What follows belongs to an exercise in optimizing a design on an open flow for small area; a production flow would make more cautious choices.
Function was checked by simulation only, so behaviour that the tests miss may differ from the original.
Power and IR drop assume default switching activity.

Design xmodem_tx, start of the top module:
module xmodem_tx (
    input  wire        clk,
    input  wire        rst,
    input  wire        rx_valid,
    input  wire [7:0]  rx_data,
    output wire        tx_valid,
    output wire [7:0]  tx_data,
    input  wire        tx_pop,
    input  wire        tick,
    input  wire        cmd_valid,
    input  wire [7:0]  cmd_op,
    input  wire [15:0] cmd_arg,
    output reg         rsp_valid,
    output reg  [1:0]  rsp_status,
    output reg  [63:0] rsp_data,
    output wire [9:0]  buf_raddr,
    input  wire [7:0]  buf_rdata,
    output wire        irq
);
    localparam [3:0] S_IDLE = 4'd0, S_AWAIT_MODE = 4'd1, S_WAIT_FRAME = 4'd2,
                     S_SEND_HEADER = 4'd3, S_SEND_SEQ = 4'd4, S_SEND_CSEQ = 4'd5,
                     S_SEND_DATA = 4'd6, S_SEND_CHECKSUM = 4'd7, S_AWAIT_ACK = 4'd8,
                     S_AWAIT_EOT_ACK = 4'd9, S_DONE = 4'd10, S_CANCELLED = 4'd11,
                     S_FAILED = 4'd12;
    localparam [1:0] ST_OK = 2'd0, ST_BUSY = 2'd1, ST_INVALID = 2'd2, ST_EMPTY = 2'd3;
    localparam [2:0] K_READY = 3'd0, K_ACKED = 3'd1, K_CANCELLED = 3'd3,
                     K_RETRIES = 3'd4, K_TIMEOUT = 3'd5;
    localparam [7:0] B_SOH = 8'h01, B_STX = 8'h02, B_EOT = 8'h04, B_ACK = 8'h06,
  ...
clock: 8.0 ns
lec_check: 0
cap_margin: 20
core_margin: 5
core_utilization: 40
slew_margin: 20
standard.sh (not shown) runs the stock make flow with config.mk's settings and CLKGATE_MAP_FILE= SYNTH_SCRIPT=/design/flow/synth_recipe.tcl, a recipe that flattens the netlist after the stock synthesis.
==> flow/flow/run.sh <==
#!/bin/bash
# The standard ORFS layout with three changes:
#  - after the standard synthesis (unchanged), its combinational logic
#    is mapped again by ABC for area (flow/resyn.ys, six passes with
#    flow/area.abc and flow/area2.abc, the smallest kept); the registers are left
#    untouched, and the result is proven equal to the standard netlist
#    (flow/equiv.ys) before it replaces it;
#  - the smallest buffer on the ports;
#  - small clock-tree buffers and no CTS dummy loads.
# Each tool writes its full output to a log file here (and ORFS's own logs
# under orfs/logs).
set -euo pipefail
here=$PWD
lib=$FLOW_HOME/platforms/$FLOW_PLATFORM/lib/sky130_fd_sc_hd__tt_025C_1v80.lib
res=$here/orfs/results/$FLOW_PLATFORM/xmodem_tx/base
export BUFFER_PORTS_ARGS="-buffer_cell sky130_fd_sc_hd__buf_1"
export CTS_ARGS="-sink_clustering_enable -repair_clock_nets -sink_clustering_size 10 -sink_clustering_max_diameter 40 -buf_list sky130_fd_sc_hd__clkbuf_4 -dont_use_dummy_load"

bash standard.sh synth > make_synth.log 2>&1
cp "$res/1_2_yosys.v" ref_netlist.v

# six passes, alternating two ABC scripts; the smallest netlist is kept
in=ref_netlist.v
best=
best_area=
pass=0
for abc in area.abc area2.abc area.abc area2.abc area.abc area2.abc; do
  pass=$((pass + 1))
  sed -e "s|@IN@|$here/$in|; s|@OUT@|$here/resyn_$pass.v|g; s|@LIB@|$lib|g; s|@ABC@|$here/flow/$abc|; s|@TAG@|$pass|" \
    flow/resyn.ys > resyn_$pass.ys
  yosys -s resyn_$pass.ys > yosys_resyn_$pass.log 2>&1
  in=resyn_$pass.v
  area=$(awk '/Chip area/ {print $NF}' resyn_$pass.v.stat)
  if [[ -z "$best" ]] || awk -v a="$area" -v b="$best_area" 'BEGIN { exit !(a < b) }'; then
    best=resyn_$pass.v
    best_area=$area
  fi
done
echo "kept $best ($best_area um2)" > resyn_kept.txt
in=$best
sed -e "s|@REF@|$here/ref_netlist.v|; s|@NEW@|$here/$in|; s|@LIB@|$lib|" flow/equiv.ys > equiv_run.ys
if yosys -s equiv_run.ys > yosys_equiv.log 2>&1; then
  cp "$in" "$res/1_2_yosys.v"
  rm -f "$res/1_synth.odb" "$res/1_synth.sdc"
else
  echo "re-mapped netlist not proven equal; keeping the standard one" > resyn_skipped.txt
fi

bash standard.sh finish > make_finish.log 2>&1
Other scripts of this flow, unchanged in this note and not shown: flow/flow/area.abc, flow/flow/area2.abc, flow/flow/equiv.ys, flow/flow/resyn.ys
The baseline completed with no timing, DRC or antenna violations.
==> next run, changes <==
--- a/flow/design.v
+++ b/flow/design.v
@@ -120,22 +120,23 @@
     reg        mode;
     reg [7:0]  seq;
     reg [10:0] data_len;
     reg [10:0] sent;
     reg        tidx;
     reg [3:0]  retry;
     reg [31:0] total;
     reg [7:0]  timer;
     reg [15:0] acc;           
     reg        tick_pend;
-    reg [3:0]  rsp_reg;       
-    reg [3:0]  rsp_ev;        
+    reg        rsp_isreg;     
+    reg        rsp_isev;      
+    reg [1:0]  rsp_idx;
     reg        cap_txe;       
     reg        cap_ovf;
     wire short_f = (data_len != 11'd0) &&
                    (mode ? !data_len[10] : (data_len[10:7] == 4'd0));
     wire       ring_nonempty;
     wire [2:0] ring_head;
     wire       rx_overflow;
     wire [2:0]   txq_count;
     wire         txq_empty;
     wire [7:0]   txq_head;
@@ -214,22 +215,20 @@
             if (active) n_rsp_status = (!st_wait || tx_full) ? ST_BUSY : ST_OK;
         end else if (op_cancel) begin
             if (active) n_rsp_status = tx_lt3 ? ST_BUSY : ST_OK;
         end else if (op_clr) begin
             n_rsp_status = ST_OK;
         end
     end
     wire [3:0] n_rsp_reg = {4{cmd_valid & op_read}} &
                            {cmd_arg[7:0] == 8'h09, cmd_arg[7:0] == 8'h08,
                             cmd_arg[7:0] == 8'h07, cmd_arg[7:0] == 8'h06};
-    wire [3:0] n_rsp_ev  = {4{c_pop}} & {evq_rd == 2'd3, evq_rd == 2'd2,
-                                         evq_rd == 2'd1, evq_rd == 2'd0};
     wire t_go  = ~cmd_valid & tick_pend & ~(timer_one & (tx_lt3 | ev_full));
     wire t_dec = t_go & timer_nz;           
     wire t_exp = t_go & timer_one;
     wire b_go = ~cmd_valid & ~t_go & ring_nonempty;
     wire b_ready = b_go & st_mode & (h_c | h_nak) & ~ev_full;
     wire b_can   = b_go & active & h_can & ~ev_full;
     wire b_ack   = b_go & st_ack & h_ack & ~ev_full & ~(short_f & tx_full);
     wire b_done  = b_go & st_eot & h_ack & ~ev_full;
     wire b_exh   = b_go & st_ackish & h_nak & retry_max & ~tx_lt3 & ~ev_full;
     wire b_nakr  = b_go & st_ack & h_nak & ~retry_max;
@@ -319,26 +318,29 @@
             else if (tmr_zero) timer <= 8'd0;
             else if (t_dec)    timer <= timer - 8'd1;
             tick_pend <= (tick_pend & ~t_go) | tick;
             rsp_valid <= cmd_valid;
         end
     end
     always @(posedge clk) begin
         if (e_go & st_cseq) acc <= 16'h0000;
         else if (e_data)    acc <= mode ? crc_nx : {8'h00, sum_nx};
         rsp_status <= n_rsp_status;
-        rsp_reg    <= n_rsp_reg;
-        rsp_ev     <= n_rsp_ev;
+        rsp_isreg  <= |n_rsp_reg;
+        rsp_isev   <= c_pop;
+        rsp_idx    <= c_pop ? evq_rd : cmd_arg[1:0] ^ 2'b10;    
         cap_txe    <= txq_empty;
         cap_ovf    <= rx_overflow;
     end
     assign buf_raddr = sent[9:0];
+    wire [3:0]  rsp_reg = {4{rsp_isreg}} & (4'b0001 << rsp_idx);
+    wire [3:0]  rsp_ev  = {4{rsp_isev}} & (4'b0001 << rsp_idx);
     reg  [32:0] evo;
     integer     ei;
     always @(*) begin
         evo = 33'd0;
         for (ei = 0; ei < 4; ei = ei + 1)
             if (rsp_ev[ei]) evo = evo | evq_ents[33*ei +: 33];
     end
     wire        ev_any  = |rsp_ev;
     wire        ev_done = evo[32];
     always @(*) begin
What happened: Wire length fell by 1.6%; synthesized area shrinks by 0.76%; critical path depth is lower by 5; power is higher by 6.7%; worst hold slack hardly moves.

-- re-timing with driven ports --
No port has a modelled driver above. Below, the same layouts with a new extraction and two added sets of constraints.
Step 1 sets driving cells, clkbuf_16 on the clock port and buf_2 on the other inputs (assumed; they add their load-dependent delay and slew).
Step 2, shift: input delay + t, output delay - t, t = (earliest + latest rising clock arrival at the registers) / 2. This alone moves slack from input paths to output paths.
Three values: ideal ports, drivers, drivers and shift; two values: the first two.
run	t (ns)	setup WS [ns]	worst register clock-pin slew, ns	cell pins on the clock port's net
the first run	0.731	1.276 / 1.276 / 1.276	0.11 / 0.11	1
the second run	0.708	1.308 / 1.308 / 1.308	0.11 / 0.11	1
After both steps setup and hold are still met in every run listed.
